Background: an optimization exercise with open tools, aiming at small area, a short achievable clock period and few clock cycles. Do not read the settings as production practice.
Function was checked by simulation only, so behaviour that the tests miss may differ from the original.
Power and IR drop assume default switching activity.

**config.mk**
```make
export PLATFORM = sky130hd
export DESIGN_NAME = qfb
export DESIGN_NICKNAME = qfb
export VERILOG_FILES = /design/flow/design.v
export SDC_FILE = /design/flow/constraint.sdc
export NUM_CORES = 4
export LEC_CHECK = 0
export CAP_MARGIN = 20
export CORE_MARGIN = 2
export CORE_UTILIZATION = 40
export PLACE_DENSITY = 0.5
export SETUP_SLACK_MARGIN = 5
export SLEW_MARGIN = 20
export SYNTH_MEMORY_MAX_BITS = 16384
```
**constraint.sdc**
```tcl
create_clock -name core_clock -period 10.0 [get_ports {clk}]
set_input_delay 2.0000 -clock core_clock [delete_from_list [all_inputs] [get_ports {clk}]]
set_output_delay 2.0000 -clock core_clock [all_outputs]
set_load 0.01 [all_outputs]
```
**design.v**
```verilog
module qfb (
    input             clk,
    input             rst,
    input             req_valid,
    output            req_ready,
    input             req_write,
    input      [7:0]  req_addr,
    input      [31:0] req_wdata,
    output reg        rsp_valid,
    output reg [31:0] rsp_data,
    output reg        out_valid,
    input             out_ready,
    output reg [2:0]  out_kind,
    output reg [47:0] out_data
);
    localparam [3:0] R_OK = 4'h0, R_MISMATCH = 4'h1, R_OPCODE = 4'h2, R_STATE = 4'h3,
                     R_BUSY = 4'h4, R_CONFIG = 4'h5, R_RANGE = 4'h6, R_LENGTH = 4'h7,
                     R_CAPACITY = 4'h8, R_ACCESS = 4'h9;
    localparam [1:0] M_IDLE = 2'd0, M_TX = 2'd1, M_RX = 2'd2;
    localparam [2:0] K_DATA = 3'd0, K_TX_FRAME = 3'd1, K_TX_DONE = 3'd2, K_RX_ACCEPT = 3'd3,
                     K_RX_CRC_FAIL = 3'd4, K_RX_SEQ_REJECT = 3'd5, K_RX_LEN_REJECT = 3'd6,
                     K_RX_END = 3'd7;
    localparam [1:0] E_BULK = 2'd0, E_ENC = 2'd1, E_DEC = 2'd2;
    localparam [3:0] S_IDLE  = 4'd0,
                     S_ENG   = 4'd1,    
                     S_EWR0  = 4'd2,    
                     S_EWR1  = 4'd3,    
                     S_EWAIT = 4'd4,    
                     S_DV    = 4'd5,    
                     S_TE    = 4'd6,    
                     S_TF    = 4'd7,    
                     S_TD    = 4'd8,    
                     S_RV    = 4'd9,    
                     S_RE    = 4'd10,   
                     S_BR    = 4'd11;   
    reg  [1:0]  mode;
    reg  [3:0]  result;
    reg         len_over;
    reg  [15:0] frame_size;
    reg         allow_skip;
    reg         seq_mode;
    reg  [15:0] crc;
    reg  [15:0] bptr;
    reg  [7:0]  buf_data;
    reg  [15:0] tx_index;
    reg  [15:0] tx_length;
    reg  [31:0] tx_total;
    reg  [31:0] tx_remain;
    reg  [15:0] rx_index;
    reg  [15:0] rx_length;
    reg  [15:0] rx_stored;
    reg  [15:0] rx_calc;
    reg  [15:0] expected;
    reg  [7:0]  fcount;        
    reg         phase;
    reg         fs_ok_q;
    reg  [7:0]  pc8;           
    reg  [7:0]  p4r;           
    reg  [7:0]  p5r;           
    reg  [3:0]  state;
    reg  [3:0]  ns;            
    reg         nov;           
    reg         rdy;
    reg  [7:0]  ra;            
    reg  [7:0]  ran;           
    reg  [7:0]  rpa;           
    reg  [7:0]  rpb;           
    reg         fresh;         
    reg  [7:0]  kc;            
    reg  [15:0] acc;           
    reg  [1:0]  eop;           
    reg         rv;            
    reg  [31:0] rdata;
    reg  [5:0]  tag;           
    reg  [8:0]  rem;           
    reg         first;         
    reg  [1:0]  bs;            
    reg  [15:0] chk_idx;
    reg  [15:0] chk_len;
    reg  [7:0]  stlo;
    reg  [7:0]  sthi;
    reg         tx_last;
    reg         rxp;           
    reg  [7:0]  rxpos;         
    reg         admit_q;
    reg         lenbad_q;
    reg  [5:0]  wr_word;
    reg  [3:0]  wr_mask;
    reg  [31:0] wr_data;
    reg  [2047:0] fb;
    genvar gw;
    generate
        for (gw = 0; gw < 256; gw = gw + 1) begin : g_fb
            always @(posedge clk)
                if (wr_mask[gw % 4] && wr_word == gw / 4)
                    fb[8*gw +: 8] <= wr_data[8*(gw % 4) +: 8];
        end
    endgenerate
    reg  [31:0] rword;
    integer w;
    always @(*) begin
        rword = 32'd0;
        for (w = 0; w < 64; w = w + 1)
            rword = rword | ({32{rpa[w / 8] & rpb[w % 8]}} & fb[32*w +: 32]);
    end
    assign req_ready = rdy;
    function [15:0] crc_step;
        input [15:0] c;
        input [7:0]  b;
        integer i;
        reg [15:0] x;
        begin
            x = c ^ {b, 8'h00};
            for (i = 0; i < 8; i = i + 1)
                x = x[15] ? ((x << 1) ^ 16'h1021) : (x << 1);
            crc_step = x;
        end
    endfunction
    function [15:0] crc_amask;
        input integer nb;
        input integer i;
        integer j, k;
        reg [15:0] v;
        begin
            crc_amask = 16'd0;
            for (j = 0; j < 16; j = j + 1) begin
                v = 16'd1 << j;
                for (k = 0; k < nb; k = k + 1)
                    v = crc_step(v, 8'd0);
                crc_amask[j] = v[i];
            end
        end
    endfunction
    function [31:0] crc_dmask;
        input integer nb;
        input integer i;
        integer j, k;
        reg [15:0] v;
        reg [31:0] d;
        begin
            crc_dmask = 32'd0;
            for (j = 0; j < 8 * nb; j = j + 1) begin
                d = 32'd1 << j;
                v = 16'd0;
                for (k = 0; k < nb; k = k + 1)
                    v = crc_step(v, d[8*k +: 8]);
                crc_dmask[j] = v[i];
            end
        end
    endfunction
    function [7:0] lane;
        input [31:0] w;
        input [1:0]  l;
        begin
            case (l)
                2'd0: lane = w[7:0];
                2'd1: lane = w[15:8];
                2'd2: lane = w[23:16];
                default: lane = w[31:24];
            endcase
        end
    endfunction
    wire [7:0]  p4       = p4r;                               
    wire [7:0]  p5       = p5r;                               
    wire        fs_ok    = fs_ok_q;
    wire [7:0]  op       = req_wdata[7:0];
    wire [7:0]  opb      = req_wdata[15:8];
    wire [15:0] oph      = req_wdata[31:16];
    wire        fmt_n_ok = (req_wdata[31:8] == 24'd0);
    wire        fmt_b_ok = (req_wdata[31:16] == 16'd0);
    wire        fmt_h_ok = (req_wdata[15:8] == 8'd0);
    wire        bptr_hi  = (bptr > 16'd256);
    wire [8:0]  bulk_lim = 9'd256 - bptr[8:0];
    wire        bulk_bad = bptr_hi || (oph[15:9] != 7'd0) || (oph[8:0] > bulk_lim);
    wire [8:0]  fc1      = {1'b0, fcount} + 9'd1;
    wire [31:0] tx_rem1  = tx_remain - 32'd1;
    wire        tx_end   = (tx_remain == 32'd1);
    wire        tx_fend  = (fc1 == {1'b0, pc8}) || tx_end;
    wire        rx_fend  = (fcount == p5);
    wire        len_big  = (tx_length[15:8] != 8'd0) || (tx_length[7:0] > pc8);
    wire        chk_big  = (chk_len[15:8] != 8'd0) || (chk_len[7:0] > pc8);
    wire        cap_big  = (tx_total[31:24] != 8'd0) || (tx_total[23:16] > pc8) ||
                           ((tx_total[23:16] == pc8) && (tx_total[15:0] != 16'd0));
    wire        idle     = (mode == M_IDLE);
    wire        adv      = !out_valid || out_ready;
    wire        acc_req  = req_valid && rdy;
    wire [7:0]  tx_wpos  = fcount + 8'd4;
    reg [31:0] rd_val;
    always @(*) begin
        rd_val = 32'd0;
        case (req_addr)
            8'h04: rd_val = {25'd0, len_over, mode, result};
            8'h08: rd_val = {14'd0, seq_mode, allow_skip, frame_size};
            8'h0C: rd_val = {16'd0, crc};
            8'h10: rd_val = {16'd0, bptr};
            8'h14: rd_val = {24'd0, buf_data};
            8'h18: rd_val = {16'd0, tx_index};
            8'h1C: rd_val = {16'd0, tx_length};
            8'h20: rd_val = tx_total;
            8'h24: rd_val = tx_remain;
            8'h28: rd_val = {16'd0, rx_index};
            8'h2C: rd_val = {16'd0, rx_length};
            8'h30: rd_val = {rx_calc, rx_stored};
            8'h34: rd_val = {16'd0, expected};
            8'h38: rd_val = {15'd0, phase, 8'd0, fcount};
            default: rd_val = 32'd0;
        endcase
    end
    wire        eng_enc  = (eop == E_ENC);
    wire        eng_on   = (state == S_ENG);
    wire [8:0]  enc_lim  = 9'd4 + {1'b0, tx_length[7:0]};
    reg  [31:0] edat;
    integer l;
    always @(*) begin
        for (l = 0; l < 4; l = l + 1) begin
            if (eng_on && eng_enc && ra[7:2] == 6'd0)
                edat[8*l +: 8] = lane({tx_length, tx_index}, l[1:0]);
            else if (eng_on && eng_enc && ({1'b0, ra[7:2], l[1:0]} >= enc_lim))
                edat[8*l +: 8] = 8'd0;
            else if (eng_on && first && !rv && l[1:0] < bs)
                edat[8*l +: 8] = 8'd0;
            else
                edat[8*l +: 8] = rword[8*l +: 8];
        end
    end
    wire [2:0]  en    = (rem >= 9'd4) ? 3'd4 : rem[2:0];
    wire [15:0] ec1, ec2, ec3, ec4;
    genvar gi;
    generate
        for (gi = 0; gi < 16; gi = gi + 1) begin : g_crc
            localparam [15:0] A1 = crc_amask(1, gi), A2 = crc_amask(2, gi),
                              A3 = crc_amask(3, gi), A4 = crc_amask(4, gi);
            localparam [31:0] D1 = crc_dmask(1, gi), D2 = crc_dmask(2, gi),
                              D3 = crc_dmask(3, gi), D4 = crc_dmask(4, gi);
            assign ec1[gi] = ^(acc & A1) ^ ^(rdata & D1);
            assign ec2[gi] = ^(acc & A2) ^ ^(rdata & D2);
            assign ec3[gi] = ^(acc & A3) ^ ^(rdata & D3);
            assign ec4[gi] = ^(acc & A4) ^ ^(rdata & D4);
        end
    endgenerate
    reg  [15:0] eacc;
    always @(*) begin
        case (en)
            3'd0: eacc = acc;
            3'd1: eacc = ec1;
            3'd2: eacc = ec2;
            3'd3: eacc = ec3;
            default: eacc = ec4;
        endcase
    end
    wire        e_last = (eop == E_DEC) ? (tag == p5[7:2]) : (rem <= 9'd4);
    wire [8:0]  tx_lim = 9'd4 + {1'b0, tx_length[7:0]};
    wire [15:0] accn   = crc_step(acc, out_data[7:0]);
    wire        te_hdr = (kc < 8'd4);
    wire        te_pay = !te_hdr && ({1'b0, kc} < tx_lim);
    reg  [7:0]  te_wbyte;      
    always @(*) begin
        if (te_hdr)
            te_wbyte = lane({tx_length, tx_index}, kc[1:0]);
        else if (kc < p4)
            te_wbyte = 8'd0;
        else if (kc == p4)
            te_wbyte = accn[7:0];
        else
            te_wbyte = acc[15:8];
    end
    wire [7:0]  te_byte = te_pay ? lane(rdata, kc[1:0]) : te_wbyte;
    wire [15:0] rx_st  = {wr_data[7:0], stlo};
    wire        rx_ok  = (acc == rx_st);
    wire [15:0] rxb_acc = crc_step((rxpos == 8'd0) ? 16'hFFFF : acc, wr_data[7:0]);
    always @(posedge clk) begin
        ns  = state;
        nov = out_valid && !out_ready;
        ran = ra;
        if (rst) begin
            mode       <= M_IDLE;
            result     <= R_OK;
            len_over   <= 1'b0;
            frame_size <= 16'd1024;
            fs_ok_q    <= 1'b0;
            allow_skip <= 1'b0;
            seq_mode   <= 1'b0;
            crc        <= 16'hFFFF;
            bptr       <= 16'd0;
            buf_data   <= 8'd0;
            tx_index   <= 16'd0;
            tx_length  <= 16'd0;
            tx_total   <= 32'd0;
            tx_remain  <= 32'd0;
            rx_index   <= 16'd0;
            rx_length  <= 16'd0;
            rx_stored  <= 16'd0;
            rx_calc    <= 16'd0;
            expected   <= 16'd0;
            fcount     <= 8'd0;
            phase      <= 1'b0;
            state      <= S_IDLE;
            rdy        <= 1'b1;
            ra         <= 8'd0;
            rpa        <= 8'd1;
            rpb        <= 8'd1;
            fresh      <= 1'b0;
            rv         <= 1'b0;
            rxp        <= 1'b0;
            wr_mask    <= 4'd0;
            rsp_valid  <= 1'b0;
            out_valid  <= 1'b0;
        end else begin
            rsp_valid <= 1'b0;
            rsp_data  <= rd_val;
            wr_mask   <= 4'd0;
            rxp       <= 1'b0;
            admit_q   <= allow_skip ? (chk_idx >= expected) : (chk_idx == expected);
            lenbad_q  <= chk_big;
            if (rxp) begin
                if (rxpos < p4)
                    acc <= rxb_acc;
                case (rxpos)
                    8'd0: chk_idx[7:0]  <= wr_data[7:0];
                    8'd1: chk_idx[15:8] <= wr_data[7:0];
                    8'd2: chk_len[7:0]  <= wr_data[7:0];
                    8'd3: chk_len[15:8] <= wr_data[7:0];
                    default: ;
                endcase
                if (rxpos == p4)
                    stlo <= wr_data[7:0];
            end
            case (state)
            S_IDLE: begin
              wr_data <= {4{opb}};
              wr_word <= (mode == M_TX) ? tx_wpos[7:2] : (mode == M_RX) ? fcount[7:2] : bptr[7:2];
              rxpos   <= fcount;
              if (acc_req) begin
                if (!req_write) begin
                    rsp_valid <= 1'b1;
                end else if (req_addr != 8'h00) begin
                    if (req_addr != 8'h08 && req_addr != 8'h0C && req_addr != 8'h10 &&
                        req_addr != 8'h18 && req_addr != 8'h1C && req_addr != 8'h20)
                        result <= R_ACCESS;
                    else if (!idle)
                        result <= R_BUSY;
                    else case (req_addr)
                        8'h08: begin
                            frame_size <= req_wdata[15:0];
                            fs_ok_q    <= (req_wdata[15:0] >= 16'd7) && (req_wdata[15:0] <= 16'd256);
                            pc8        <= req_wdata[7:0] - 8'd6;
                            p4r        <= req_wdata[7:0] - 8'd2;
                            p5r        <= req_wdata[7:0] - 8'd1;
                            allow_skip <= req_wdata[16];
                            seq_mode   <= req_wdata[17];
                        end
                        8'h0C: crc       <= req_wdata[15:0];
                        8'h10: begin bptr <= req_wdata[15:0]; ran = req_wdata[7:0]; end
                        8'h18: tx_index  <= req_wdata[15:0];
                        8'h1C: tx_length <= req_wdata[15:0];
                        default: tx_total <= req_wdata;
                    endcase
                end else begin
                    case (op)
                    8'h00: result <= fmt_n_ok ? R_OK : R_OPCODE;                   
                    8'h10: begin                                                    
                        if (!fmt_n_ok)   result <= R_OPCODE;
                        else if (!idle)  result <= R_BUSY;
                        else begin crc <= 16'hFFFF; result <= R_OK; end
                    end
                    8'h11: begin                                                    
                        if (!fmt_b_ok)   result <= R_OPCODE;
                        else if (!idle)  result <= R_BUSY;
                        else begin crc <= crc_step(crc, opb); result <= R_OK; end
                    end
                    8'h12: begin                                                    
                        if (!fmt_h_ok)   result <= R_OPCODE;
                        else if (!idle)  result <= R_BUSY;
                        else if (bulk_bad) result <= R_RANGE;
                        else begin
                            result <= R_OK;
                            if (oph == 16'd0)
                                crc <= 16'hFFFF;
                            else begin
                                eop   <= E_BULK;
                                rem   <= oph[8:0];
                                first <= 1'b1;
                                bs    <= bptr[1:0];
                                rv    <= 1'b0;
                                ns    = S_ENG;
                            end
                        end
                    end
                    8'h20: begin                                                    
                        if (!fmt_h_ok)   result <= R_OPCODE;
                        else if (!idle)  result <= R_BUSY;
                        else begin bptr <= oph; ran = oph[7:0]; result <= R_OK; end
                    end
                    8'h21: begin                                                    
                        if (!fmt_b_ok)   result <= R_OPCODE;
                        else if (!idle)  result <= R_BUSY;
                        else if (bptr[15:8] != 8'd0) result <= R_RANGE;
                        else begin
                            wr_mask <= 4'd1 << bptr[1:0];
                            bptr    <= bptr + 16'd1;
                            ran     = ra + 8'd1;
                            result  <= R_OK;
                        end
                    end
                    8'h22: begin                                                    
                        if (!fmt_n_ok)   result <= R_OPCODE;
                        else if (!idle)  result <= R_BUSY;
                        else if (bptr[15:8] != 8'd0) result <= R_RANGE;
                        else begin
                            result <= R_OK;
                            if (fresh) begin
                                buf_data <= lane(rdata, ra[1:0]);
                                bptr     <= bptr + 16'd1;
                                ran      = ra + 8'd1;
                            end else
                                ns = S_BR;
                        end
                    end
                    8'h30: begin                                                    
                        if (!fmt_n_ok)   result <= R_OPCODE;
                        else if (!idle)  result <= R_BUSY;
                        else if (!fs_ok) result <= R_CONFIG;
                        else if (len_big) result <= R_LENGTH;
                        else begin
                            result <= R_OK;
                            eop    <= E_ENC;
                            rem    <= {1'b0, p4};
                            first  <= 1'b1;
                            bs     <= 2'd0;
                            rv     <= 1'b0;
                            ran    = 8'd0;
                            ns     = S_ENG;
                        end
                    end
                    8'h31: begin                                                    
                        if (!fmt_n_ok)   result <= R_OPCODE;
                        else if (!idle)  result <= R_BUSY;
                        else if (!fs_ok) result <= R_CONFIG;
                        else begin
                            eop    <= E_DEC;
                            rem    <= {1'b0, p4};
                            first  <= 1'b1;
                            bs     <= 2'd0;
                            rv     <= 1'b0;
                            ran    = 8'd0;
                            ns     = S_ENG;
                        end
                    end
                    8'h40: begin                                                    
                        if (!fmt_n_ok)   result <= R_OPCODE;
                        else if (!idle)  result <= R_BUSY;
                        else if (!fs_ok) result <= R_CONFIG;
                        else if (cap_big) result <= R_CAPACITY;
                        else begin
                            result    <= R_OK;
                            tx_index  <= 16'd0;
                            tx_remain <= tx_total;
                            fcount    <= 8'd0;
                            phase     <= 1'b0;
                            if (tx_total == 32'd0) begin
                                nov      = 1'b1;
                                out_kind <= K_TX_DONE;
                                out_data <= 48'd0;
                            end else
                                mode <= M_TX;
                        end
                    end
                    8'h41: begin                                                    
                        if (!fmt_b_ok)           result <= R_OPCODE;
                        else if (mode == M_IDLE) result <= R_STATE;
                        else if (mode == M_RX)   result <= R_BUSY;
                        else begin
                            result    <= R_OK;
                            fcount    <= fc1[7:0];
                            tx_remain <= tx_rem1;
                            wr_mask   <= 4'd1 << tx_wpos[1:0];
                            if (tx_fend) begin
                                tx_length <= {7'd0, fc1};
                                tx_last   <= tx_end;
                                kc        <= 8'd0;
                                ran       = 8'd4;
                                ns        = S_TE;
                            end
                        end
                    end
                    8'h50: begin                                                    
                        if (!fmt_n_ok)   result <= R_OPCODE;
                        else if (!idle)  result <= R_BUSY;
                        else if (!fs_ok) result <= R_CONFIG;
                        else begin
                            result   <= R_OK;
                            expected <= 16'd0;
                            fcount   <= 8'd0;
                            phase    <= 1'b0;
                            mode     <= M_RX;
                            ran      = 8'd4;
                        end
                    end
                    8'h51: begin                                                    
                        if (!fmt_b_ok)           result <= R_OPCODE;
                        else if (mode == M_IDLE) result <= R_STATE;
                        else if (mode == M_TX)   result <= R_BUSY;
                        else begin
                            result <= R_OK;
                            if (phase)
                                phase <= 1'b0;
                            else begin
                                wr_mask <= 4'd1 << fcount[1:0];
                                rxp     <= 1'b1;
                                if (rx_fend) begin
                                    fcount <= 8'd0;
                                    phase  <= 1'b1;
                                    ns     = S_RV;
                                end else
                                    fcount <= fc1[7:0];
                            end
                        end
                    end
                    8'h52: begin                                                    
                        if (!fmt_n_ok)           result <= R_OPCODE;
                        else if (mode == M_IDLE) result <= R_STATE;
                        else if (mode == M_TX)   result <= R_BUSY;
                        else begin
                            result   <= R_OK;
                            nov      = 1'b1;
                            out_kind <= K_RX_END;
                            out_data <= {40'd0, phase ? 8'd0 : fcount};
                            mode     <= M_IDLE;
                            fcount   <= 8'd0;
                            phase    <= 1'b0;
                            ran      = bptr[7:0];
                        end
                    end
                    8'h60: begin                                                    
                        if (!fmt_n_ok) result <= R_OPCODE;
                        else begin
                            result <= R_OK;
                            mode   <= M_IDLE;
                            fcount <= 8'd0;
                            phase  <= 1'b0;
                            ran    = bptr[7:0];
                        end
                    end
                    default: result <= R_OPCODE;
                    endcase
                end
              end
            end
            S_ENG: begin
                rdata <= edat;
                tag   <= ra[7:2];
                rv    <= 1'b1;
                ran   = ra + 8'd4;
                if (!rv) begin
                    rem <= rem + {7'd0, bs};
                    case (bs)
                        2'd0: acc <= 16'hFFFF;
                        2'd1: acc <= 16'h1E0C;
                        2'd2: acc <= 16'h84CF;
                        default: acc <= 16'h2D71;
                    endcase
                end
                if (rv) begin
                    acc   <= eacc;
                    rem   <= rem - {6'd0, en};
                    first <= 1'b0;
                    if (eng_enc) begin
                        wr_word <= tag;
                        wr_mask <= (en == 3'd4) ? 4'b1111 : (en == 3'd3) ? 4'b0111 :
                                   (en == 3'd2) ? 4'b0011 : (en == 3'd1) ? 4'b0001 : 4'b0000;
                        wr_data <= rdata;
                    end
                    if (eop == E_DEC) begin
                        if (tag == 6'd0) begin
                            chk_idx <= rdata[15:0];
                            chk_len <= rdata[31:16];
                        end
                        if (tag == p4[7:2]) stlo <= lane(rdata, p4[1:0]);
                        if (tag == p5[7:2]) sthi <= lane(rdata, p5[1:0]);
                    end
                    if (e_last) begin
                        rv <= 1'b0;
                        case (eop)
                            E_BULK: begin
                                crc <= eacc;
                                ran = bptr[7:0];
                                ns  = S_IDLE;
                            end
                            E_ENC:   ns = S_EWR0;
                            default: ns = S_DV;
                        endcase
                    end
                end
            end
            S_EWR0: begin
                wr_word <= p4[7:2];
                wr_mask <= 4'd1 << p4[1:0];
                wr_data <= {4{acc[7:0]}};
                ns = S_EWR1;
            end
            S_EWR1: begin
                wr_word <= p5[7:2];
                wr_mask <= 4'd1 << p5[1:0];
                wr_data <= {4{acc[15:8]}};
                crc     <= acc;
                ns = S_EWAIT;
            end
            S_EWAIT: begin
                ran = bptr[7:0];
                ns = S_IDLE;
            end
            S_DV: begin
                rx_stored <= {sthi, stlo};
                rx_calc   <= acc;
                crc       <= acc;
                len_over  <= (acc == {sthi, stlo}) && chk_big;
                if (acc == {sthi, stlo}) begin
                    rx_index  <= chk_idx;
                    rx_length <= chk_len;
                end
                result <= (acc == {sthi, stlo}) ? R_OK : R_MISMATCH;
                ran = bptr[7:0];
                ns = S_IDLE;
            end
            S_TE: if (adv) begin
                nov      = 1'b1;
                out_kind <= K_DATA;
                out_data <= {40'd0, te_byte};
                if (kc == 8'd0)
                    acc <= 16'hFFFF;
                else if (kc <= p4)
                    acc <= accn;
                if (!te_pay) begin
                    wr_word <= kc[7:2];
                    wr_mask <= 4'd1 << kc[1:0];
                    wr_data <= {4{te_wbyte}};
                end
                if (kc[1:0] == 2'd3) begin
                    rdata <= rword;
                    ran   = ra + 8'd4;
                end
                kc <= kc + 8'd1;
                if (kc == p5) begin
                    crc <= acc;
                    ns  = S_TF;
                end
            end
            S_TF: if (adv) begin
                nov      = 1'b1;
                out_kind <= K_TX_FRAME;
                out_data <= {16'd0, tx_length, tx_index};
                tx_index <= tx_index + 16'd1;
                fcount   <= 8'd0;
                if (tx_last)
                    ns = S_TD;
                else begin
                    ran = bptr[7:0];
                    ns  = S_IDLE;
                end
            end
            S_TD: if (adv) begin
                nov      = 1'b1;
                out_kind <= K_TX_DONE;
                out_data <= {31'd0, tx_index == 16'd0, tx_index};
                mode     <= M_IDLE;
                ran      = bptr[7:0];
                ns       = S_IDLE;
            end
            S_RV: begin
                rx_stored <= rx_st;
                rx_calc   <= acc;
                crc       <= acc;
                len_over  <= rx_ok && lenbad_q;
                if (rx_ok) begin
                    rx_index  <= chk_idx;
                    rx_length <= chk_len;
                end
                nov = 1'b1;
                ns  = S_IDLE;
                if (!rx_ok) begin
                    out_kind <= K_RX_CRC_FAIL;
                    out_data <= {acc, rx_st, chk_idx};
                end else if (!admit_q) begin
                    out_kind <= K_RX_SEQ_REJECT;
                    out_data <= {16'd0, expected, chk_idx};
                end else if (lenbad_q) begin
                    out_kind <= K_RX_LEN_REJECT;
                    out_data <= {16'd0, chk_len, chk_idx};
                end else begin
                    expected <= seq_mode ? chk_idx + 16'd1 : chk_idx;
                    if (chk_len == 16'd0) begin
                        out_kind <= K_RX_ACCEPT;
                        out_data <= {16'd0, chk_len, chk_idx};
                    end else begin
                        out_kind <= K_DATA;
                        out_data <= {40'd0, rdata[7:0]};
                        kc  <= 8'd5;
                        ran = 8'd8;
                        ns  = S_RE;
                    end
                end
            end
            S_RE: if (adv) begin
                nov = 1'b1;
                if ({1'b0, kc} == 9'd4 + {1'b0, chk_len[7:0]}) begin
                    out_kind <= K_RX_ACCEPT;
                    out_data <= {16'd0, chk_len, chk_idx};
                    ran = 8'd4;
                    ns  = S_IDLE;
                end else begin
                    out_kind <= K_DATA;
                    out_data <= {40'd0, lane(rdata, kc[1:0])};
                    if (kc[1:0] == 2'd3) begin
                        rdata <= rword;
                        ran   = ra + 8'd4;
                    end
                    kc <= kc + 8'd1;
                end
            end
            S_BR: begin
                buf_data <= lane(rdata, ra[1:0]);
                bptr     <= bptr + 16'd1;
                ran      = ra + 8'd1;
                ns       = S_IDLE;
            end
            default: ns = S_IDLE;
            endcase
            if (state == S_IDLE)
                rdata <= rword;
            fresh     <= (state == S_IDLE) && !(acc_req && req_write) && (wr_mask == 4'd0);
            ra        <= ran;
            rpa       <= 8'd1 << ran[7:5];
            rpb       <= 8'd1 << ran[4:2];
            state     <= ns;
            out_valid <= nov;
            rdy       <= (ns == S_IDLE) && !nov;
        end
    end
endmodule
```
**run.sh**
```bash
#!/bin/bash
# synth_recipe.tcl (not shown) runs the flow's synth.tcl, then flattens the netlist and writes it again
# the make line also repeats each setting of config.mk as NAME=value (left out here)
make -C /OpenROAD-flow-scripts/flow DESIGN_CONFIG=/design/flow/config.mk WORK_HOME=/design/flow/orfs CLKGATE_MAP_FILE= SYNTH_SCRIPT=/design/flow/synth_recipe.tcl finish
```
==> results of run 1 <==
[power groups by stage]
stage	clock [W]	sequential [W]	combinational, W
finish	0.0110	0.0121	0.00194
global route	0.0114	0.0121	0.00200
CTS	0.0111	0.0121	0.00188
detailed placement	0	0.0123	0.00187
global placement	0	0.0123	0.00185
floorplan	0	0.0124	0.00104
[metrics by stage]
stage	hold slack, ns	utilization (%)
3_3_place_gp	0.444	42.3
6_report	0.456	45.9
5_1_grt	0.477	45.9
2_1_floorplan	0.406	-
3_5_place_dp	0.447	42.4
4_1_cts	0.455	45.8
[cell type report]
cell class / count / area (sq um) / area share, %
flip-flops and latches: 2615 / 75600 / 57.4
multi-input cells: 5269 / 37300 / 28.2
clock buffers: 373 / 7770 / 5.89
well taps: 3781 / 4730 / 3.59
repair buffers: 506 / 4160 / 3.15
clock inverters: 157 / 1820 / 1.38
inverters: 121 / 458 / 0.347
diodes: 20 / 50.0 / 0.0380
[flip-flops by register name, indices dropped and copies added, names as in the netlist, 9 cells and up]
signal      cells
expected       16
rx_calc        16
chk_len        16
crc            16
out_data       48
bptr           16
acc            16
tx_length      16
rx_length      16
rem             9
wr_data        32
rx_index       16
rx_stored      16
tx_total       32
fb           2048
tx_index       16
rdata          32
tx_remain      32
frame_size     16
rsp_data       32
chk_idx        16
[synthesized netlist by cell type (109+ instances only)]
library cell	count	share of area [%]
ha_1	130	1.4
xor2_1	134	1.0
inv_1	118	0.38
nand2_1	629	2.0
dfxtp_1	289	5.0
a22o_1	559	4.2
a21oi_1	328	1.4
nor2_1	488	1.6
edfxtp_1	2326	61
nand4_1	200	1.1
and2_1	357	1.9
a221oi_1	539	4.1
xnor2_1	335	2.5
clkbuf_1	624	2.0
a22oi_1	129	0.84
o21ai_0	275	1.2
nand3_1	109	0.47
mux2i_1	147	1.3
[critical path: cells and delay by family]
| kind | cells | cell delay, ns |
|---|---|---|
| simple gates | 3 | 1.69 |
| compound gates | 5 | 1.20 |
| buf+inv | 2 | 0.89 |
[timing repair]
action,in CTS,in global routing
endpoints found under the setup margin,220,130
buffers inserted,16,2
gates resized for setup,50,19
gates cloned,1,0
pin swaps,8,2
[how the worst max path moves through the flow]
stage | end | cells after the start | slack [ns] | start
final | bptr[3] | 10 | 5.00 | req_wdata[5]
after global routing | rpa[7] | 11 | 4.92 | req_wdata[5]
after CTS | rpb[7] | 12 | 5.01 | req_wdata[0]
after detailed placement | fcount[2] | 11 | 2.80 | req_wdata[1]
after global placement | fcount[2] | 11 | 2.82 | req_wdata[1]
after floorplan | out_data[0] | 7 | 4.81 | req_addr[1]
[per-layer routing]
metal	share of wire, %	GRT usage, %	up-vias	wire length [um]
met1	36	49.0	45300	214000
li1	-	-	34400	-
met5	0.025	0	-	150
met4	8.6	28.2	20	51300
met3	10	8.33	1757	61300
met2	45	61.5	6746	266000
[cell families after synthesis]
family / Yosys count / share of synthesized area [%]
compound gates: 2281 / 15.0
xor+xnor: 496 / 4.10
fa+ha+maj: 131 / 1.43
buf+inv: 807 / 2.63
flops: 2615 / 65.6
mux: 173 / 1.71
simple gates: 2187 / 9.45
==> metrics.yaml, run 1 <==
status: "no timing/DRC/antenna violations"
place_ws_ns: 2.80
clock-sinks: 2615
path_max_fanout: 24
hold_depth: 2
start_util_pct: 40.1
nets: 8985
grt_pass1_vias: 81800
ff2ff_setup_slack_ns: 5.10
dr.first_iter.drc_count: 14100
num_vias: 88300
setup_viol: 0
grt_pass1_wl_um: 775000
drive_above_1_share_pct: 11.4
reg2regPathDepth: 10
p_int_w: 0.0189
layout.cells.non_filler: 12800
cp.required_ns: 10.81
numPortBuffers: 130
clockBufferDepth: 4
crit_arrival_ns: 5.80
drcViolationCount: 0
ios: 131
critPathKind: "input port to flop"
final_common_cell: "edfxtp_1"
power_density_mw_per_mm2: 190
first_pass_iters: 10
slew_violations: 0
hold_viol: 0
synth_nets: 8866
clock_power_share_pct: 44.0
synthesis.area_sq_mm: 0.115
synthFlopType: "edfxtp_1"
overflow: 0
row_count: 197
cp_slowest_cell: "or4b_2"
ys_seq_area_share_pct: 65.6
antenna_found_initial: 43
die_h_um: 541
dieArea_sq_mm: 0.292
clkTransAtPathRegs_ns: 0.06
reg2reg_from: "state[1]"
startpoint_type: "input port"
peakVddDrop_mv: 0.153
routed_via_density: 6.87
crit_top_cell: "o21ai_0"
max_freq_mhz: 200
cp_slowest_stage_delay_ns: 0.78
pwr-share-seq_pct: 48.3
ant_nets: 0
numCtsBuffers: 296
drt_wl_total_um: 593000
tightest_slew_ns: 1.34
grt_max_degree: 107
coreArea_sq_mm: 0.287
cts_tree: "yes"
cp-end-kind: "flop"
ys_seq_elements: 2615
final.fill_count: 25900
area_growth_pct: 14.5
p_sw_share_pct: 24.6
post-dp-hpwl_um: 396000
dp_cells: 12300
syn_inst: 8690
rsz0062_at_grt: "true"
holdPathEnd: "rx_calc[12]"
max-slew-margin-rel_pct: 10.8
min_period_over_period_pct: 50.0
track_usage_pct: 39.5
synth.avg_cell_area_sq_um: 13.3
reg2reg_to: "rpa[3]"
cts_root_buf: "clkbuf_16"
finClkSkew_ns: 0.0788
wl_per_cell_um: 46.2
maxCapViolCount: 0
p_total_w: 0.0251
path_cells: "clkdlybuf4s50_1, buf_4, or4b_2, nor3_2, o21ai_0, o221ai_1, nand2_1, o21ai_2, o21ai_0, a21oi_1"
ctsHtreeMaxLevel: 5
hp-class: "flop to flop"
setup_ws_ns: 5.00
insertion_delay_ns: 0.96
fp.dieW_um: 541
placed_area_sq_mm: 0.122
layout_min_cycle_time_ns: 5.00
cts-hold-fix-buffers: 0
yosysUniqueCellTypes: 96
min_from: "rx_calc[12]"
p_comb_share_pct: 7.8
power_leakage_nw: 43.2
gp_congestion: 1.02
synth-edff-count: 2326
most-common-layout-cells: "2326 x edfxtp_1, 623 x nand2_1, 559 x a22o_1"
async_flop_share_pct: 0
yosysWarnings: 1
fin_tns_setup_ns: 0
design_area_sq_mm: 0.132
p_sw_w: 0.00618
Testbench counts, summed over its fixed seeds: cycles 158,379.
==> run 2: changes to the inputs <==
--- a/design.v
+++ b/design.v
@@ -186,4 +186,73 @@
     wire        acc_req  = req_valid && rdy;
     wire [7:0]  tx_wpos  = fcount + 8'd4;
+    wire        a_rd     = acc_req && !req_write;
+    wire        a_wr     = acc_req && req_write && (req_addr != 8'h00);
+    wire        a_cmd    = acc_req && req_write && (req_addr == 8'h00);
+    wire        ad_rw    = (req_addr == 8'h08) || (req_addr == 8'h0C) || (req_addr == 8'h10) ||
+                           (req_addr == 8'h18) || (req_addr == 8'h1C) || (req_addr == 8'h20);
+    wire [3:0]  w_res    = !ad_rw ? R_ACCESS : !idle ? R_BUSY : result;
+    wire        w_ok     = a_wr && ad_rw && idle;
+    wire        w_cfg    = w_ok && (req_addr == 8'h08);
+    wire        w_crc    = w_ok && (req_addr == 8'h0C);
+    wire        w_bptr   = w_ok && (req_addr == 8'h10);
+    wire        w_txi    = w_ok && (req_addr == 8'h18);
+    wire        w_txl    = w_ok && (req_addr == 8'h1C);
+    wire        w_txt    = w_ok && (req_addr == 8'h20);
+    wire        o_nop    = (op == 8'h00) && fmt_n_ok;
+    wire        o_cinit  = (op == 8'h10) && fmt_n_ok;
+    wire        o_cstep  = (op == 8'h11) && fmt_b_ok;
+    wire        o_bulk   = (op == 8'h12) && fmt_h_ok;
+    wire        o_setptr = (op == 8'h20) && fmt_h_ok;
+    wire        o_bwrite = (op == 8'h21) && fmt_b_ok;
+    wire        o_bread  = (op == 8'h22) && fmt_n_ok;
+    wire        o_enc    = (op == 8'h30) && fmt_n_ok;
+    wire        o_dec    = (op == 8'h31) && fmt_n_ok;
+    wire        o_txs    = (op == 8'h40) && fmt_n_ok;
+    wire        o_txb    = (op == 8'h41) && fmt_b_ok;
+    wire        o_rxs    = (op == 8'h50) && fmt_n_ok;
+    wire        o_rxb    = (op == 8'h51) && fmt_b_ok;
+    wire        o_rxe    = (op == 8'h52) && fmt_n_ok;
+    wire        o_abort  = (op == 8'h60) && fmt_n_ok;
+    wire        o_idle   = o_cinit || o_cstep || o_bulk || o_setptr || o_bwrite || o_bread ||
+                           o_enc || o_dec || o_txs || o_rxs;        
+    wire        o_known  = o_idle || o_nop || o_txb || o_rxb || o_rxe || o_abort;
+    wire        bptr_lo  = (bptr[15:8] == 8'd0);
+    wire        bulk0    = (oph == 16'd0);
+    reg  [3:0]  c_res;
+    always @(*) begin
+        if (!o_known)
+            c_res = R_OPCODE;
+        else if (o_idle && !idle)
+            c_res = R_BUSY;
+        else if (o_txb && mode != M_TX)
+            c_res = idle ? R_STATE : R_BUSY;
+        else if ((o_rxb || o_rxe) && mode != M_RX)
+            c_res = idle ? R_STATE : R_BUSY;
+        else if ((o_enc || o_dec || o_txs || o_rxs) && !fs_ok)
+            c_res = R_CONFIG;
+        else if ((o_bulk && bulk_bad) || ((o_bwrite || o_bread) && !bptr_lo))
+            c_res = R_RANGE;
+        else if (o_enc && len_big)
+            c_res = R_LENGTH;
+        else if (o_txs && cap_big)
+            c_res = R_CAPACITY;
+        else
+            c_res = R_OK;
+    end
+    wire        g_cinit  = a_cmd && o_cinit && idle;
+    wire        g_cstep  = a_cmd && o_cstep && idle;
+    wire        g_bulk   = a_cmd && o_bulk && idle && !bulk_bad;
+    wire        g_bulk0  = g_bulk && bulk0;
+    wire        g_setptr = a_cmd && o_setptr && idle;
+    wire        g_bwrite = a_cmd && o_bwrite && idle && bptr_lo;
+    wire        g_bread  = a_cmd && o_bread && idle && bptr_lo;
+    wire        g_enc    = a_cmd && o_enc && idle && fs_ok && !len_big;
+    wire        g_dec    = a_cmd && o_dec && idle && fs_ok;
+    wire        g_txs    = a_cmd && o_txs && idle && fs_ok && !cap_big;
+    wire        g_txb    = a_cmd && o_txb && (mode == M_TX);
+    wire        g_rxs    = a_cmd && o_rxs && idle && fs_ok;
+    wire        g_rxb    = a_cmd && o_rxb && (mode == M_RX);
+    wire        g_rxe    = a_cmd && o_rxe && (mode == M_RX);
+    wire        g_abort  = a_cmd && o_abort;
     reg [31:0] rd_val;
     always @(*) begin
@@ -328,222 +397,114 @@
             case (state)
             S_IDLE: begin
-              wr_data <= {4{opb}};
-              wr_word <= (mode == M_TX) ? tx_wpos[7:2] : (mode == M_RX) ? fcount[7:2] : bptr[7:2];
-              rxpos   <= fcount;
-              if (acc_req) begin
-                if (!req_write) begin
+                wr_data  <= {4{opb}};
+                wr_word  <= (mode == M_TX) ? tx_wpos[7:2] : (mode == M_RX) ? fcount[7:2] : bptr[7:2];
+                rxpos    <= fcount;
+                tx_last  <= tx_end;
+                kc       <= 8'd0;
+                rv       <= 1'b0;
+                first    <= 1'b1;
+                eop      <= !op[5] ? E_BULK : op[0] ? E_DEC : E_ENC;
+                bs       <= !op[5] ? bptr[1:0] : 2'd0;
+                rem      <= !op[5] ? oph[8:0] : {1'b0, p4};
+                if (adv) begin
+                    out_kind <= op[1] ? K_RX_END : K_TX_DONE;
+                    out_data <= {40'd0, (op[1] && !phase) ? fcount : 8'd0};
+                end
+                if (a_rd)
                     rsp_valid <= 1'b1;
-                end else if (req_addr != 8'h00) begin
-                    if (req_addr != 8'h08 && req_addr != 8'h0C && req_addr != 8'h10 &&
-                        req_addr != 8'h18 && req_addr != 8'h1C && req_addr != 8'h20)
-                        result <= R_ACCESS;
-                    else if (!idle)
-                        result <= R_BUSY;
-                    else case (req_addr)
-                        8'h08: begin
-                            frame_size <= req_wdata[15:0];
-                            fs_ok_q    <= (req_wdata[15:0] >= 16'd7) && (req_wdata[15:0] <= 16'd256);
-                            pc8        <= req_wdata[7:0] - 8'd6;
-                            p4r        <= req_wdata[7:0] - 8'd2;
-                            p5r        <= req_wdata[7:0] - 8'd1;
-                            allow_skip <= req_wdata[16];
-                            seq_mode   <= req_wdata[17];
-                        end
-                        8'h0C: crc       <= req_wdata[15:0];
-                        8'h10: begin bptr <= req_wdata[15:0]; ran = req_wdata[7:0]; end
-                        8'h18: tx_index  <= req_wdata[15:0];
-                        8'h1C: tx_length <= req_wdata[15:0];
-                        default: tx_total <= req_wdata;
-                    endcase
-                end else begin
-                    case (op)
-                    8'h00: result <= fmt_n_ok ? R_OK : R_OPCODE;                   
-                    8'h10: begin                                                    
-                        if (!fmt_n_ok)   result <= R_OPCODE;
-                        else if (!idle)  result <= R_BUSY;
-                        else begin crc <= 16'hFFFF; result <= R_OK; end
-                    end
-                    8'h11: begin                                                    
-                        if (!fmt_b_ok)   result <= R_OPCODE;
-                        else if (!idle)  result <= R_BUSY;
-                        else begin crc <= crc_step(crc, opb); result <= R_OK; end
-                    end
-                    8'h12: begin                                                    
-                        if (!fmt_h_ok)   result <= R_OPCODE;
-                        else if (!idle)  result <= R_BUSY;
-                        else if (bulk_bad) result <= R_RANGE;
-                        else begin
-                            result <= R_OK;
-                            if (oph == 16'd0)
-                                crc <= 16'hFFFF;
-                            else begin
-                                eop   <= E_BULK;
-                                rem   <= oph[8:0];
-                                first <= 1'b1;
-                                bs    <= bptr[1:0];
-                                rv    <= 1'b0;
-                                ns    = S_ENG;
-                            end
-                        end
-                    end
-                    8'h20: begin                                                    
-                        if (!fmt_h_ok)   result <= R_OPCODE;
-                        else if (!idle)  result <= R_BUSY;
-                        else begin bptr <= oph; ran = oph[7:0]; result <= R_OK; end
-                    end
-                    8'h21: begin                                                    
-                        if (!fmt_b_ok)   result <= R_OPCODE;
-                        else if (!idle)  result <= R_BUSY;
-                        else if (bptr[15:8] != 8'd0) result <= R_RANGE;
-                        else begin
-                            wr_mask <= 4'd1 << bptr[1:0];
-                            bptr    <= bptr + 16'd1;
-                            ran     = ra + 8'd1;
-                            result  <= R_OK;
-                        end
-                    end
-                    8'h22: begin                                                    
-                        if (!fmt_n_ok)   result <= R_OPCODE;
-                        else if (!idle)  result <= R_BUSY;
-                        else if (bptr[15:8] != 8'd0) result <= R_RANGE;
-                        else begin
-                            result <= R_OK;
-                            if (fresh) begin
-                                buf_data <= lane(rdata, ra[1:0]);
-                                bptr     <= bptr + 16'd1;
-                                ran      = ra + 8'd1;
-                            end else
-                                ns = S_BR;
-                        end
-                    end
-                    8'h30: begin                                                    
-                        if (!fmt_n_ok)   result <= R_OPCODE;
-                        else if (!idle)  result <= R_BUSY;
-                        else if (!fs_ok) result <= R_CONFIG;
-                        else if (len_big) result <= R_LENGTH;
-                        else begin
-                            result <= R_OK;
-                            eop    <= E_ENC;
-                            rem    <= {1'b0, p4};
-                            first  <= 1'b1;
-                            bs     <= 2'd0;
-                            rv     <= 1'b0;
-                            ran    = 8'd0;
-                            ns     = S_ENG;
-                        end
-                    end
-                    8'h31: begin                                                    
-                        if (!fmt_n_ok)   result <= R_OPCODE;
-                        else if (!idle)  result <= R_BUSY;
-                        else if (!fs_ok) result <= R_CONFIG;
-                        else begin
-                            eop    <= E_DEC;
-                            rem    <= {1'b0, p4};
-                            first  <= 1'b1;
-                            bs     <= 2'd0;
-                            rv     <= 1'b0;
-                            ran    = 8'd0;
-                            ns     = S_ENG;
-                        end
-                    end
-                    8'h40: begin                                                    
-                        if (!fmt_n_ok)   result <= R_OPCODE;
-                        else if (!idle)  result <= R_BUSY;
-                        else if (!fs_ok) result <= R_CONFIG;
-                        else if (cap_big) result <= R_CAPACITY;
-                        else begin
-                            result    <= R_OK;
-                            tx_index  <= 16'd0;
-                            tx_remain <= tx_total;
-                            fcount    <= 8'd0;
-                            phase     <= 1'b0;
-                            if (tx_total == 32'd0) begin
-                                nov      = 1'b1;
-                                out_kind <= K_TX_DONE;
-                                out_data <= 48'd0;
-                            end else
-                                mode <= M_TX;
-                        end
-                    end
-                    8'h41: begin                                                    
-                        if (!fmt_b_ok)           result <= R_OPCODE;
-                        else if (mode == M_IDLE) result <= R_STATE;
-                        else if (mode == M_RX)   result <= R_BUSY;
-                        else begin
-                            result    <= R_OK;
-                            fcount    <= fc1[7:0];
-                            tx_remain <= tx_rem1;
-                            wr_mask   <= 4'd1 << tx_wpos[1:0];
-                            if (tx_fend) begin
-                                tx_length <= {7'd0, fc1};
-                                tx_last   <= tx_end;
-                                kc        <= 8'd0;
-                                ran       = 8'd4;
-                                ns        = S_TE;
-                            end
-                        end
-                    end
-                    8'h50: begin                                                    
-                        if (!fmt_n_ok)   result <= R_OPCODE;
-                        else if (!idle)  result <= R_BUSY;
-                        else if (!fs_ok) result <= R_CONFIG;
-                        else begin
-                            result   <= R_OK;
-                            expected <= 16'd0;
-                            fcount   <= 8'd0;
-                            phase    <= 1'b0;
-                            mode     <= M_RX;
-                            ran      = 8'd4;
-                        end
-                    end
-                    8'h51: begin                                                    
-                        if (!fmt_b_ok)           result <= R_OPCODE;
-                        else if (mode == M_IDLE) result <= R_STATE;
-                        else if (mode == M_TX)   result <= R_BUSY;
-                        else begin
-                            result <= R_OK;
-                            if (phase)
-                                phase <= 1'b0;
-                            else begin
-                                wr_mask <= 4'd1 << fcount[1:0];
-                                rxp     <= 1'b1;
-                                if (rx_fend) begin
-                                    fcount <= 8'd0;
-                                    phase  <= 1'b1;
-                                    ns     = S_RV;
-                                end else
-                                    fcount <= fc1[7:0];
-                            end
-                        end
-                    end
-                    8'h52: begin                                                    
-                        if (!fmt_n_ok)           result <= R_OPCODE;
-                        else if (mode == M_IDLE) result <= R_STATE;
-                        else if (mode == M_TX)   result <= R_BUSY;
-                        else begin
-                            result   <= R_OK;
-                            nov      = 1'b1;
-                            out_kind <= K_RX_END;
-                            out_data <= {40'd0, phase ? 8'd0 : fcount};
-                            mode     <= M_IDLE;
-                            fcount   <= 8'd0;
-                            phase    <= 1'b0;
-                            ran      = bptr[7:0];
-                        end
+                if (a_wr)
+                    result <= w_res;
+                if (w_cfg) begin
+                    frame_size <= req_wdata[15:0];
+                    fs_ok_q    <= (req_wdata[15:0] >= 16'd7) && (req_wdata[15:0] <= 16'd256);
+                    pc8        <= req_wdata[7:0] - 8'd6;
+                    p4r        <= req_wdata[7:0] - 8'd2;
+                    p5r        <= req_wdata[7:0] - 8'd1;
+                    allow_skip <= req_wdata[16];
+                    seq_mode   <= req_wdata[17];
+                end
+                if (w_crc)   crc       <= req_wdata[15:0];
+                if (w_bptr)  begin bptr <= req_wdata[15:0]; ran = req_wdata[7:0]; end
+                if (w_txi)   tx_index  <= req_wdata[15:0];
+                if (w_txl)   tx_length <= req_wdata[15:0];
+                if (w_txt)   tx_total  <= req_wdata;
+                if (a_cmd)
+                    result <= c_res;
+                if (g_cinit || g_bulk0)
+                    crc <= 16'hFFFF;
+                if (g_cstep)
+                    crc <= crc_step(crc, opb);
+                if (g_bulk && !bulk0)
+                    ns = S_ENG;
+                if (g_setptr) begin
+                    bptr <= oph;
+                    ran  = oph[7:0];
+                end
+                if (g_bwrite) begin
+                    wr_mask <= 4'd1 << bptr[1:0];
+                    bptr    <= bptr + 16'd1;
+                    ran     = ra + 8'd1;
+                end
+                if (g_bread) begin
+                    if (fresh) begin
+                        buf_data <= lane(rdata, ra[1:0]);
+                        bptr     <= bptr + 16'd1;
+                        ran      = ra + 8'd1;
+                    end else
+                        ns = S_BR;
+                end
+                if (g_enc || g_dec) begin
+                    ran = 8'd0;
+                    ns  = S_ENG;
+                end
+                if (g_txs) begin
+                    tx_index  <= 16'd0;
+                    tx_remain <= tx_total;
+                    fcount    <= 8'd0;
+                    phase     <= 1'b0;
+                    if (tx_total == 32'd0)
+                        nov = 1'b1;
+                    else
+                        mode <= M_TX;
+                end
+                if (g_txb) begin
+                    fcount    <= fc1[7:0];
+                    tx_remain <= tx_rem1;
+                    wr_mask   <= 4'd1 << tx_wpos[1:0];
+                    if (tx_fend) begin
+                        tx_length <= {7'd0, fc1};
+                        ran       = 8'd4;
+                        ns        = S_TE;
                     end
-                    8'h60: begin                                                    
-                        if (!fmt_n_ok) result <= R_OPCODE;
-                        else begin
-                            result <= R_OK;
-                            mode   <= M_IDLE;
+                end
+                if (g_rxs) begin
+                    expected <= 16'd0;
+                    fcount   <= 8'd0;
+                    phase    <= 1'b0;
+                    mode     <= M_RX;
+                    ran      = 8'd4;
+                end
+                if (g_rxb) begin
+                    if (phase)
+                        phase <= 1'b0;
+                    else begin
+                        wr_mask <= 4'd1 << fcount[1:0];
+                        rxp     <= 1'b1;
+                        if (rx_fend) begin
                             fcount <= 8'd0;
-                            phase  <= 1'b0;
-                            ran    = bptr[7:0];
-                        end
+                            phase  <= 1'b1;
+                            ns     = S_RV;
+                        end else
+                            fcount <= fc1[7:0];
                     end
-                    default: result <= R_OPCODE;
-                    endcase
                 end
-              end
+                if (g_rxe || g_abort) begin
+                    mode   <= M_IDLE;
+                    fcount <= 8'd0;
+                    phase  <= 1'b0;
+                    ran    = bptr[7:0];
+                end
+                if (g_rxe)
+                    nov = 1'b1;
             end
             S_ENG: begin
--- a/config.mk
+++ b/config.mk
@@ -9,4 +9,7 @@
 export CORE_MARGIN = 2
 export CORE_UTILIZATION = 40
+export CTS_BUF_LIST = sky130_fd_sc_hd__clkbuf_8
+export CTS_CLUSTER_DIAMETER = 50
+export CTS_CLUSTER_SIZE = 12
 export PLACE_DENSITY = 0.5
 export SETUP_SLACK_MARGIN = 5
==> run 2 against run 1 <==
Compared with the run above: synthesized area down 1.0%; fmax about the same; design area down 3.5%; routed wire length down 3.4%; sequential share of layout area up 2.1 points; die area down 1.0%; utilization down 1.2 points; flip-flop and latch count unchanged; non-clock buffer count down 37; critical path depth up 3; clock-buffer cell count down 39; register-to-register slack worse by 0.098 ns.
==> metrics.yaml, run 2 <==
yosysUniqueCellTypes: 102  # +6.3%
track_usage_pct: 38.7  # -0.82 points
placed_area_sq_mm: 0.120  # -1.2%
p_int_w: 0.0169  # -10%
ys_seq_area_share_pct: 66.3  # +0.67 points
start_util_pct: 40.1  # about the same
critPathKind: "flop to flop"
row_count: 196  # -0.51%
synth-edff-count: 2326  # unchanged
drcViolationCount: 0  # unchanged
p_total_w: 0.0233  # -7.3%
max-slew-margin-rel_pct: 11.6  # +0.83 points
critical_path_depth: 13  # +3
slew_violations: 0  # unchanged
clockBufferDepth: 4  # unchanged
regMostFlops: "fb"
synth_area_leaders: "edfxtp_1 61%, dfxtp_1 5.1%, a22o_1 4.4%"
finClkSkew_ns: 0.104  # +0.0251 ns
antenna_found_initial: 42  # -2.3%
synthesis.area_sq_mm: 0.114  # -1.0%
fin_tns_setup_ns: 0  # unchanged
hold_depth: 2  # unchanged
p_sw_share_pct: 27.2  # +2.6 points
synth.avg_cell_area_sq_um: 13.5  # +1.5%
ant_nets: 0  # unchanged
min_from: "rv"
crit_arrival_ns: 5.74  # -0.06 ns
design_area_sq_mm: 0.127  # -3.5%
grt_max_degree: 76  # -29%
cts-hold-fix-buffers: 0  # unchanged
most-common-layout-cells: "2326 x edfxtp_1, 611 x nand2_1, 569 x a22o_1"
reg2reg_to: "rem[8]"
cp.required_ns: 10.75  # -0.06 ns
area_growth_pct: 11.5
hold_viol: 0  # unchanged
synth_nets: 8649  # -2.4%
clock_power_share_pct: 36.3  # -7.7 points
post-dp-hpwl_um: 381000  # -3.7%
cp_slowest_cell: "nor2_1"
min_period_over_period_pct: 50.0  # about the same
dieArea_sq_mm: 0.289  # -1.0%
p_comb_share_pct: 11.4  # +3.6 points
drive_above_1_share_pct: 11.8  # +0.41 points
clkTransAtPathRegs_ns: 0.08  # +0.02 ns
overflow: 0  # unchanged
syn_inst: 8476  # -2.5%
reg2reg_from: "bs[0]"
wl_per_cell_um: 45.5  # -1.6%
yosysMostFrequentCell: "edfxtp_1"
ff2ff_setup_slack_ns: 5.00  # -0.10 ns
drt_wl_total_um: 573000  # -3.4%
holdPathEnd: "rv"
insertion_delay_ns: 1.12  # +0.16 ns
path_max_fanout: 6  # -75%
yosys.area.top_type: "edfxtp_1"
gp_congestion: 1.02  # +0.22%
first_pass_iters: 10  # unchanged
routed_via_density: 6.83  # -0.63%
path_cells: "inv_1, ha_1, nor2_1, inv_1, ha_1, o21ai_0, a21oi_1, o21a_1, o21ai_0, nand2b_1, a21oi_1, xnor2_1, o21ai_0"
num_vias: 86100  # -2.5%
status: "no timing/DRC/antenna violations"
grt_pass1_wl_um: 750000  # -3.3%
cts_root_buf: "clkbuf_8"
dr.first_iter.drc_count: 14400  # +2.6%
nets: 8786  # -2.2%
maxCapViolCount: 0  # unchanged
layout_min_cycle_time_ns: 5.00  # +0.00211 ns
ys_seq_elements: 2615  # unchanged
reg_top3: "fb: 2048 flops, out_data: 48 flops"
rsz0062_at_grt: "false"
yosysWarnings: 1  # unchanged
async_flop_share_pct: 0  # unchanged
max_freq_mhz: 200  # about the same
cp-end-kind: "flop"
grt_pass1_vias: 79400  # -2.9%
synth_top_area_share_pct: 61.2  # +0.62 points
coreArea_sq_mm: 0.284  # -1.0%
tightest_slew_ns: 1.32  # -0.0173 ns
power_leakage_nw: 41.6  # -3.5%
largest_reg_flops: 2048  # unchanged
power_density_mw_per_mm2: 183  # -3.9%
cp_top_family: "buffers and inverters"
fp.dieW_um: 538  # -0.50%
numPortBuffers: 130  # unchanged
setup_ws_ns: 5.00  # -0.00211 ns
hp-class: "flop to flop"
die_h_um: 538  # -0.50%
numCtsBuffers: 322  # +8.8%
synthFlopType: "edfxtp_1"
crit_top_cell: "o21ai_0"
ctsHtreeMaxLevel: 5  # unchanged
place_ws_ns: 3.41  # +0.608 ns
startpoint_type: "flop"
cts_tree: "yes"
p_sw_w: 0.00633  # +2.4%
netlist_top_cells_count: "2326 x edfxtp_1, 612 x nand2_1, 569 x a22o_1, 569 x clkbuf_1, 534 x a221oi_1"
critPathBufInv: 2  # unchanged
ios: 131  # unchanged
reg2regPathDepth: 13  # +3
setup_viol: 0  # unchanged
clock-sinks: 2615  # unchanged
pwr-share-seq_pct: 52.2  # +3.9 points
final_common_cell: "edfxtp_1"
cp_slowest_stage_delay_ns: 0.98  # +0.20 ns
peakVddDrop_mv: 0.114  # -25%
final.fill_count: 25800  # -0.37%
[run 2: cells by family after synthesis]
group	after synthesis	share of synthesized area, %
buffers and inverters	765	2.63
adder cells (fa/ha/maj)	128	1.41
XOR/XNOR	453	3.74
AND/OR/NAND/NOR	2129	9.31
flip-flops	2615	66.3
multiplexers	167	1.69
AO/OA/AOI/OAI	2219	14.9
[run 2: worst max path at each step]
stage	start	endpoint
floorplan	req_wdata[1]	rpa[1]
global placement	req_wdata[20]	crc[7]
detailed placement	req_wdata[21]	crc[7]
CTS	req_wdata[28]	crc[0]
global route	req_wdata[1]	rpa[1]
finish	bs[0]	rem[8]
[run 2: worst reg2reg max path, delay by kind of cell (launching register included)]
family	cells	cell delay (ns)
buf+inv	2	1.08
xor+xnor	1	0.15
flops	1	0.49
fa+ha+maj	2	0.92
compound gates	6	0.94
simple gates	2	1.05
[run 2: timing repair]
action                                  4_1_cts  5_1_grt
pin swaps                                     1        6
buffers inserted                              2        7
resized for setup                             8       17
endpoints found under the setup margin       72       82
[run 2: through the flow]
stage | hold WS (ns) | cells | utilization (%)
floorplan | 0.406 | 8476 | -
global placement | 0.441 | 12000 | 42.3
detailed placement | 0.446 | 12000 | 42.3
CTS | 0.458 | 12600 | 44.6
global route | 0.477 | 12600 | 44.7
finish | 0.457 | 12600 | 44.7
[run 2: cell type report]
type	count	area, sq um	share of cell area [%]
Clock buffer	334	4600	3.61
Timing Repair Buffer	469	3880	3.05
Antenna cell	18	45.0	0.0354
Multi-Input combinational cell	5096	35900	28.2
Sequential cell	2615	75600	59.5
Clock inverter	200	2030	1.59
Tap cell	3762	4710	3.70
Inverter	109	419	0.330
[run 2: power by group through the flow]
stage	registers [W]	clock network, W	logic, W
after floorplan	0.0124	0	0.00150
after global placement	0.0124	0	0.00255
after detailed placement	0.0124	0	0.00257
after CTS	0.0121	0.00844	0.00258
after global routing	0.0121	0.00885	0.00274
final	0.0121	0.00845	0.00266
[run 2: metal layers]
metal | part of all wire [%] | track usage, %
met5 | 0.023 | 0
met4 | 8.1 | 26.1
met3 | 11 | 8.24
met2 | 44 | 59.1
met1 | 37 | 49.6
Testbench counts of run 2, summed over its fixed seeds: cycles 158,379.
==> run 3: changes to the inputs <==
--- a/design.v
+++ b/design.v
@@ -82,4 +82,5 @@
     reg         tx_last;
     reg         rxp;           
+    reg         rx_lt, rx_eq;  
     reg  [7:0]  rxpos;         
     reg         admit_q;
@@ -321,13 +322,13 @@
     wire [8:0]  tx_lim = 9'd4 + {1'b0, tx_length[7:0]};
     wire [15:0] accn   = crc_step(acc, out_data[7:0]);
-    wire        te_hdr = (kc < 8'd4);
-    wire        te_pay = !te_hdr && ({1'b0, kc} < tx_lim);
+    reg         te_hdr, te_pay, te_low, te_clo, te_last;
+    wire [8:0]  kc1    = {1'b0, kc} + 9'd1;
     reg  [7:0]  te_wbyte;      
     always @(*) begin
         if (te_hdr)
             te_wbyte = lane({tx_length, tx_index}, kc[1:0]);
-        else if (kc < p4)
+        else if (te_low)
             te_wbyte = 8'd0;
-        else if (kc == p4)
+        else if (te_clo)
             te_wbyte = accn[7:0];
         else
@@ -383,5 +384,5 @@
             lenbad_q  <= chk_big;
             if (rxp) begin
-                if (rxpos < p4)
+                if (rx_lt)
                     acc <= rxb_acc;
                 case (rxpos)
@@ -392,5 +393,5 @@
                     default: ;
                 endcase
-                if (rxpos == p4)
+                if (rx_eq)
                     stlo <= wr_data[7:0];
             end
@@ -402,4 +403,11 @@
                 tx_last  <= tx_end;
                 kc       <= 8'd0;
+                te_hdr   <= 1'b1;
+                te_pay   <= 1'b0;
+                te_low   <= 1'b1;
+                te_clo   <= 1'b0;
+                te_last  <= 1'b0;
+                rx_lt    <= (fcount < p4);
+                rx_eq    <= (fcount == p4);
                 rv       <= 1'b0;
                 first    <= 1'b1;
@@ -524,5 +532,5 @@
                 if (rv) begin
                     acc   <= eacc;
-                    rem   <= rem - {6'd0, en};
+                    rem   <= (rem[8:2] != 7'd0) ? {rem[8:2] - 7'd1, rem[1:0]} : 9'd0;
                     first <= 1'b0;
                     if (eng_enc) begin
@@ -588,8 +596,13 @@
                 out_kind <= K_DATA;
                 out_data <= {40'd0, te_byte};
-                if (kc == 8'd0)
+                if (te_hdr && kc[1:0] == 2'd0)
                     acc <= 16'hFFFF;
-                else if (kc <= p4)
+                else if (te_low || te_clo)
                     acc <= accn;
+                te_hdr  <= (kc1 < 9'd4);
+                te_pay  <= (kc1 >= 9'd4) && (kc1 < tx_lim);
+                te_low  <= (kc1 < {1'b0, p4});
+                te_clo  <= (kc1 == {1'b0, p4});
+                te_last <= (kc1 == {1'b0, p5});
                 if (!te_pay) begin
                     wr_word <= kc[7:2];
@@ -602,5 +615,5 @@
                 end
                 kc <= kc + 8'd1;
-                if (kc == p5) begin
+                if (te_last) begin
                     crc <= acc;
                     ns  = S_TF;
==> run 3 against run 2 <==
Compared with the run above: synthesized area increased by 0.11%; global-route usage about the same; first-iteration DRC count up 13%; power down 4.3%; design area increased by 0.25%; clock-buffer cell count fell by 4; synthesized cell count increased by 0.46%; largest power group unchanged; highest routed layer unchanged.
==> metrics.yaml, run 3 <==
clock_power_share_pct: 38.3  # +2.0 points
numPortBuffers: 130  # unchanged
synth_area_leaders: "edfxtp_1 61%, dfxtp_1 5.1%, a22o_1 4.5%"
insertion_delay_ns: 1.17  # +0.05 ns
ys_seq_elements: 2622  # +0.27%
wl_per_cell_um: 45.5  # about the same
path_max_fanout: 17  # +11
fin_tns_setup_ns: 0  # unchanged
reg_top3: "fb: 2048 flops, out_data: 48 flops"
design_area_sq_mm: 0.128  # +0.25%
drt_wl_total_um: 577000  # +0.59%
numCtsBuffers: 321  # -0.31%
clkTransAtPathRegs_ns: 0.08  # about the same
overflow: 0  # unchanged
dieArea_sq_mm: 0.290  # +0.11%
synth-edff-count: 2333  # +0.30%
maxCapViolCount: 0  # unchanged
netlist_top_cells_count: "2333 x edfxtp_1, 628 x nand2_1, 591 x clkbuf_1"
power_density_mw_per_mm2: 174  # -4.6%
yosysUniqueCellTypes: 97  # -4.9%
regMostFlops: "fb"
area_growth_pct: 11.7
path_cells: "clkdlybuf4s50_1, buf_4, inv_1, ha_1, or3b_2, nor3_2, nor2_1, a211oi_2, buf_4, o21a_1, nand2_1, o32a_1"
max-slew-margin-rel_pct: 13.3  # +1.7 points
num_vias: 87200  # +1.3%
yosysWarnings: 1  # unchanged
grt_pass1_wl_um: 756000  # +0.78%
status: "no timing/DRC/antenna violations"
gp_congestion: 1.03  # +0.64%
cp-end-kind: "flop"
most-common-layout-cells: "2333 x edfxtp_1, 625 x nand2_1, 581 x a22o_1"
tightest_slew_ns: 1.30  # -0.0259 ns
nets: 8832  # +0.52%
layout_min_cycle_time_ns: 4.93  # -0.0644 ns
first_pass_iters: 13  # +3
grt_pass1_vias: 80300  # +1.1%
cp.required_ns: 10.96  # +0.21 ns
ios: 131  # unchanged
setup_viol: 0  # unchanged
dr.first_iter.drc_count: 16300  # +13%
final.fill_count: 25900  # +0.60%
ant_nets: 0  # unchanged
row_count: 196  # unchanged
max_freq_mhz: 203  # +1.3%
async_flop_share_pct: 0  # unchanged
cts_tree: "yes"
synthFlopType: "edfxtp_1"
finalHoldWorstSlack_ns: 0.456  # -0.00156 ns
drcViolationCount: 0  # unchanged
drive_above_1_share_pct: 11.7  # -0.10 points
cts-hold-fix-buffers: 0  # unchanged
p_total_w: 0.0222  # -4.3%
p_sw_share_pct: 25.4  # -1.8 points
finClkSkew_ns: 0.140  # +0.0360 ns
ys_seq_area_share_pct: 66.4  # +0.11 points
crit_arrival_ns: 5.90  # +0.16 ns
critPathBufInv: 4  # +2
routed_via_density: 6.88  # +0.76%
final_common_cell: "edfxtp_1"
pwr-share-seq_pct: 54.4  # +2.2 points
grt_max_degree: 75  # -1.3%
p_sw_w: 0.00565  # -11%
synth_nets: 8688  # +0.45%
placed_area_sq_mm: 0.120  # +0.11%
synth_top_area_share_pct: 61.4  # +0.12 points
slew_violations: 0  # unchanged
crit_top_cell: "buf_4"
ctsHtreeMaxLevel: 5  # unchanged
cp_top_family: "buffers and inverters"
yosysMostFrequentCell: "edfxtp_1"
min_period_over_period_pct: 49.3  # -0.64 points
startpoint_type: "input port"
cts_root_buf: "clkbuf_8"
setup_ws_ns: 5.07  # +0.0644 ns
track_usage_pct: 38.7  # about the same
p_int_w: 0.0166  # -2.0%
rsz0062_at_grt: "true"
synth.avg_cell_area_sq_um: 13.4  # -0.35%
antenna_found_initial: 52  # +24%
fp.dieW_um: 538  # about the same
start_util_pct: 40.1  # +0.045 points
p_comb_share_pct: 7.3  # -4.1 points
yosys.area.top_type: "edfxtp_1"
syn_inst: 8515  # +0.46%
peakVddDrop_mv: 0.129  # +13%
clockBufferDepth: 4  # unchanged
clock-sinks: 2622  # +0.27%
critPathKind: "input port to flop"
cp_slowest_stage_delay_ns: 0.60  # -0.38 ns
hp-class: "flop to flop"
power_leakage_nw: 41.9  # +0.59%
coreArea_sq_mm: 0.284  # unchanged
die_h_um: 538  # about the same
post-dp-hpwl_um: 380000  # -0.25%
place_ws_ns: 3.44  # +0.0286 ns
cp_slowest_cell: "or3b_2"
synthesis.area_sq_mm: 0.114  # +0.11%
largest_reg_flops: 2048  # unchanged
hold_viol: 0  # unchanged
==> run 3: changes by cell type after synthesis, moves of 22 or more <==
cell and change:
a21oi_1 +26, a22oi_1 -43, and3_1 -25, clkbuf_1 +22
xnor2_1 -30, xor2_1 +31
==> run 3: area by class of cell <==
cell class | count | area (sq um) | area share (%)
Inverter | 116 | 440 | 0.345
Antenna cell | 41 | 103 | 0.0805
Tap cell | 3762 | 4710 | 3.69
Clock inverter | 207 | 2160 | 1.69
Sequential cell | 2622 | 75800 | 59.5
Timing Repair Buffer | 481 | 3950 | 3.09
Multi-Input combinational cell | 5117 | 35800 | 28.1
Clock buffer | 330 | 4540 | 3.56
==> run 3: per-layer routing <==
layer  track usage [%]  wire length [um]  vias to the layer above
met5                 0               223                        -
met4              25.3             45800                       32
met3              9.68             62600                     1684
met2              59.2            256000                     6607
met1              48.8            212000                    45100
li1                  -                 -                    33800
==> run 3: kinds of logic (layout without fill, tap and decap cells) <==
family | after synthesis | after routing | synth area share, %
XOR/XNOR | 448 | 448 | 3.64
flip-flops | 2622 | 2622 | 66.4
multiplexers | 151 | 151 | 1.51
AND/OR/NAND/NOR | 2150 | 2150 | 9.47
buffers and inverters | 777 | 1134 | 2.59
other | 0 | 41 | 0
adder cells (fa/ha/maj) | 128 | 128 | 1.41
AO/OA/AOI/OAI | 2239 | 2240 | 15.0
==> run 3: path summary, 6_finish.rpt <==
| kind | end | slack, ns | startpoint | depth (start not counted) |
|---|---|---|---|---|
| worst max-delay path | crc[12] | 5.07 | req_wdata[1] | 12 |
| worst min-delay path | rx_calc[5] | 0.46 | rx_calc[5] | 2 |
| worst max register to register | crc[12] | 5.20 | bptr[0] | 15 |
| worst min register to register | rx_calc[5] | 0.46 | rx_calc[5] | 2 |
==> run 3: through the flow <==
step,utilization (%),instances
after floorplan,-,8515
after global placement,42.3,12100
after detailed placement,42.3,12100
after CTS,44.7,12600
after global routing,44.8,12600
final,44.8,12700
==> run 3: tightest hold or removal path: stages (launching register included) <==
cell and delay [ns]:
dfxtp_1 0.31, nand2_1 0.05, a21oi_1 0.05
==> run 3: power by group through the flow <==
| stage | registers [W] | logic, W | clock network, W |
|---|---|---|---|
| floorplan | 0.0124 | 0.000802 | 0 |
| global placement | 0.0124 | 0.00154 | 0 |
| detailed placement | 0.0124 | 0.00155 | 0 |
| CTS | 0.0121 | 0.00156 | 0.00848 |
| global route | 0.0121 | 0.00167 | 0.00890 |
| finish | 0.0121 | 0.00163 | 0.00851 |
==> run 3: what timing repair did <==
item | in CTS | in global routing
gates cloned | 1 | 0
gates resized for setup | 10 | 13
setup buffers | 5 | 8
pin swaps | 3 | 2
endpoints found under the setup margin | 56 | 68
Testbench counts of run 3, summed over its fixed seeds: cycles 158,379.

==> re-timing with driven ports <==
In the flow no input, the clock included, has a driving cell. The finished layouts below were timed again as built, in two steps.
Step 1 sets driving cells, clkbuf_16 on the clock port and buf_2 on the other inputs (assumed; they add their load-dependent delay and slew).
Step 2 moves the port delays by t, midway between the first and last clock arrival at a register: inputs arrive t later, outputs are due t later. That takes back most of the time a late clock gives input paths.
a / b / c = ideal ports / drivers / drivers and shift; a / b = the first two.
run	t (ns)	slack for setup (ns)	worst register clock-pin slew, ns
run 1	1.037	5.004 / 5.090 / 4.053	0.07 / 0.07
run 2	1.183	5.002 / 5.002 / 3.993	0.09 / 0.09
run 3	1.208	5.066 / 5.152 / 3.944	0.09 / 0.09
After both steps every run listed still meets setup and hold. For run 3, which loses most, drivers alone change the setup slack by +0.086 ns; drivers and shift together by -1.122 ns.
